Context: an optimization exercise on an open-source flow, tuned for small area. The choices shown serve that exercise and are no tape-out recipe. Where RTL was checked, it was by simulation tests only, not by an equivalence proof against the original. Power figures rest on the tool's default switching activity, not on a simulated workload.

## P
## speckle_core
module speckle_core (
    input  wire        clk,
    input  wire        rst,
    input  wire        cmd_valid,
    input  wire [31:0] cmd,
    output wire        busy,
    input  wire        transport_present,
    input  wire        cfg_variant,           
    input  wire [1:0]  cfg_width,             
    input  wire [9:0]  cfg_npix,
    input  wire [7:0]  cfg_t_settle,
    input  wire [7:0]  cfg_t_exit,
    input  wire [15:0] cfg_t_frame,
    input  wire [7:0]  cfg_reg_burst_start,
    input  wire [7:0]  cfg_reg_reset,
    input  wire [7:0]  cfg_reg_laser_ctrl,
    input  wire [7:0]  cfg_reg_frame_capture,
    input  wire [7:0]  cfg_reg_pixel,
    input  wire [55:0] cfg_reg_other,         
    input  wire [7:0]  cfg_reset_sentinel,
    input  wire [7:0]  cfg_cap_cmd1,
    input  wire [7:0]  cfg_cap_cmd2,
    input  wire [7:0]  cfg_laser_fd_mask,
    input  wire        cfg_burst_pre_wait,
    input  wire        cfg_burst_byte_delay,
    input  wire [15:0] cfg_max_att,
    input  wire        cfg_max_att_inf,
    output reg         cs,
    output wire        xfer_req,
    output reg  [7:0]  xfer_out,
    input  wire        xfer_ack,
    input  wire [7:0]  xfer_in,
    output wire [7:0]  status,
    output reg  [3:0]  fault,
    output reg  [9:0]  finfo,
    output reg  [8:0]  flog,
    output reg  [1:0]  pstate,
    output wire [2:0]  fstate,
    output reg  [7:0]  resb,
    output reg  [15:0] res0,
    output wire [15:0] res1,
    output wire [15:0] dx,
  ...
clock: 10.0 ns
lec_check: 0
cap_margin: 20
core_margin: 2
core_utilization: 70
place_density: 0.8
slew_margin: 20
standard.sh (not shown) runs the stock make flow with config.mk's settings and CLKGATE_MAP_FILE= SYNTH_SCRIPT=/design/flow/synth_recipe.tcl, a recipe that flattens the netlist after the stock synthesis.
==> flow/flow/run.sh <==
#!/bin/bash
set -euo pipefail
export BUFFER_PORTS_ARGS="-buffer_cell sky130_fd_sc_hd__buf_1"
export CTS_ARGS="-sink_clustering_enable -repair_clock_nets -dont_use_dummy_load -sink_clustering_size 16 -sink_clustering_max_diameter 60 -buf_list {sky130_fd_sc_hd__clkbuf_8}"
bash standard.sh > standard_make.log 2>&1
--- input diff P..Q ---
--- a/flow/design.v
+++ b/flow/design.v
@@ -71,26 +71,27 @@
     localparam [7:0] OP_FCEND   = 8'h51;
     localparam [3:0] F_TRANSPORT   = 4'd1;
     localparam [3:0] F_PROFILE     = 4'd2;
     localparam [3:0] F_ILLEGAL     = 4'd3;
     localparam [3:0] F_ADDRESS     = 4'd4;
     localparam [3:0] F_NOTCONFIG   = 4'd5;
     localparam [3:0] F_ALREADY     = 4'd6;
     localparam [3:0] F_BUSSTATE    = 4'd7;
     localparam [3:0] F_TIMEOUT     = 4'd8;
-    localparam [2:0] K_WR = 3'd0;    
-    localparam [2:0] K_RD = 3'd1;    
-    localparam [2:0] K_BB = 3'd2;    
-    localparam [2:0] K_RB = 3'd3;    
-    localparam [2:0] K_FC = 3'd4;    
-    localparam [2:0] K_FE = 3'd5;    
-    localparam [2:0] K_X  = 3'd6;    
-    localparam [2:0] K_BR = 3'd7;    
+    localparam [3:0] K_WR   = 4'b0000;   
+    localparam [3:0] K_RD   = 4'b0001;   
+    localparam [3:0] K_BB   = 4'b0010;   
+    localparam [3:0] K_BR   = 4'b0011;   
+    localparam [3:0] K_X    = 4'b0110;   
+    localparam [3:0] K_RB   = 4'b1000;   
+    localparam [3:0] K_FC   = 4'b1100;   
+    localparam [3:0] K_FE   = 4'b1101;   
+    localparam [3:0] K_NONE = 4'b0111;
     localparam [3:0] S_IDLE   = 4'd0;
     localparam [3:0] S_GUARD  = 4'd1;    
     localparam [3:0] S_ADDR   = 4'd2;    
     localparam [3:0] S_WDATA  = 4'd3;    
     localparam [3:0] S_WAIT   = 4'd4;    
     localparam [3:0] S_RDATA  = 4'd5;    
     localparam [3:0] S_BYTE   = 4'd6;    
     localparam [3:0] S_DES    = 4'd7;    
     localparam [3:0] S_TDONE  = 4'd8;    
@@ -101,19 +102,19 @@
     localparam [3:0] ST_CMD1   = 4'd6;
     localparam [3:0] ST_CMD2   = 4'd7;
     localparam [3:0] ST_FW     = 4'd9;   
     localparam [3:0] ST_PIX    = 4'd10;  
     localparam [1:0] W_SETTLE = 2'd0;    
     localparam [1:0] W_PRE    = 2'd1;    
     localparam [1:0] W_BDLY   = 2'd2;    
     localparam [1:0] W_FRAME  = 2'd3;    
     reg  [3:0]  state;
-    reg  [2:0]  ck;
+    reg  [3:0]  ck;
     reg  [1:0]  wph;
     reg         configured;
     reg         haz_guard;
     reg         resb_valid, res_valid, sample_valid, frame_valid;
     reg  [7:0]  cnt;               
     reg  [15:0] att;               
     reg         p_variant;
     reg         p_w12;
     reg         p_n900;
@@ -143,19 +144,19 @@
     assign res1    = {{4{res1_q[11]}}, res1_q};
     assign pix_index = finfo;
     assign busy     = (state != S_IDLE);
     assign status   = {haz_guard, frame_valid, sample_valid, res_valid,
                        resb_valid, configured, cs, busy};
     assign xfer_req = (state == S_ADDR) || (state == S_WDATA) ||
                       (state == S_RDATA) || (state == S_BYTE);
     assign fstate   = (busy && ck == K_FC) ? fault[3:1] : 3'd0;
     wire [3:0] step = fault;
-    wire       fcx  = (ck == K_FC) || (ck == K_FE);
+    wire       fcx  = ck[3] && ck[2];
     wire [7:0] op = cmd[31:24];
     wire [7:0] oa = cmd[23:16];
     wire [7:0] ob = cmd[15:8];
     wire [7:0] oc = cmd[7:0];
     reg legal, bus_ok;
     always @(*) begin
         case (op)
             OP_INIT, OP_SEL, OP_DES, OP_BEND, OP_RDBURST, OP_FCAP, OP_FCEND:
                 legal = (oa == 8'd0) && (ob == 8'd0) && (oc == 8'd0);
@@ -336,19 +337,19 @@
             flog         <= 9'd0;
             cnt          <= 8'd0;
             pix_valid    <= 1'b0;
         end else begin
             case (state)
             S_IDLE: begin
                 if (cmd_valid) begin
                     fault <= rcode;
                     finfo <= rinfo;
-                    ck    <= K_WR;
+                    ck    <= (rej || !multi) ? K_NONE : {op[6], op[4], op[1], op[0]};
                     state <= (rej || !multi) ? S_TDONE : S_CHECK;
                     if (rej)
                         flog[rcode] <= 1'b1;
                     else begin
                         case (op)
                         OP_INIT: begin
                             p_variant           <= cfg_variant;
                             p_w12               <= cfg_width[0];
                             p_n900              <= cfg_npix[9];
@@ -388,53 +389,45 @@
                         end
                         OP_DES, OP_BEND: begin
                             cs     <= 1'b0;
                             cnt    <= 8'd0;
                             pstate <= 2'd0;
                         end
                         OP_XFER: begin
                             resb_valid <= 1'b1;
                             finfo      <= {2'b00, oa};
-                            ck         <= K_X;
                         end
                         OP_WRREG: begin
                             pix_data <= oa[6:0];
                             finfo    <= {2'b00, ob};
-                            ck       <= K_WR;
                         end
                         OP_RDREG: begin
                             resb_valid <= 1'b1;
                             pix_data   <= oa[6:0];
-                            ck         <= K_RD;
                         end
                         OP_BBEGIN: begin
                             pstate   <= 2'd1;
                             pix_data <= oa[6:0];
-                            ck       <= K_BB;
                         end
                         OP_BRDB: begin
                             resb_valid <= 1'b1;
                             pstate     <= 2'd2;
                             wph        <= oa[0] ? W_BDLY : W_SETTLE;
-                            ck         <= K_BR;
                         end
                         OP_RDBURST: begin
                             sample_valid <= 1'b1;
-                            ck           <= K_RB;
                         end
                         OP_FCAP: begin
                             frame_valid <= 1'b0;
                             fault       <= ST_RESET;
-                            ck          <= K_FC;
                         end
                         OP_FCEND: begin
                             fault       <= ST_RESET;
-                            ck          <= K_FE;
                         end
                         default: ;
                         endcase
                     end
                 end
             end
             S_CHECK: begin
                 if (ck == K_X)
                     state <= S_BYTE;
### Flow results
Per the comparison of Q with P, post-placement worst setup slack has decreased, final critical-path setup slack saw a decrease. The leakage dissipation of Q was inferior to that of P. Post-route minimum period: Q vs P up 0.28 ns. Compared P against Q; die area within noise. Number of flops mapped to enable cells by yosys came out higher on Q than on P. Looking at last element of the critical path, the p_reg_pixel[5]$_DFFE_PP_ result is from Q; the p_mask_bit[1]$_DFFE_PP_ one comes from P. Compared with P, Q instantiates a larger number of standard cells. Reported for P and Q, well tap count turned out identical to the last digit.
Only the layout flow was run in Q; the RTL was not checked for function there.

-- afterwards: timing with drivers on the ports --
The results above use ideal ports. As a check the final layouts listed here were re-extracted and re-timed, cells and wires unchanged. Step 1 sets driving cells, clkbuf_16 on the clock port and buf_2 on the other inputs (assumed; they add their load-dependent delay and slew). Step 2 also shifts input and output timing later by t, the mid clock arrival at the registers, as if the neighbouring blocks saw the same clock. Three values: no drivers, after step 1, after step 2; two values: the first two.
run | t, ns | setup slack, ns | worst hold slack (ns) | worst setup path at the end | worst data-port slew with drivers (ns)
P | 0.607 | 4.093 / 4.114 / 3.507 | 0.485 / 0.485 / 0.485 | input to register | 0.07
Q | 0.619 | 3.814 / 3.800 / 3.210 | 0.465 / 0.465 / 0.465 | input to register | 0.11
After both steps setup and hold are still met in every run listed. For Q, which loses most, drivers alone change the setup slack by -0.014 ns; drivers and shift together by -0.604 ns.
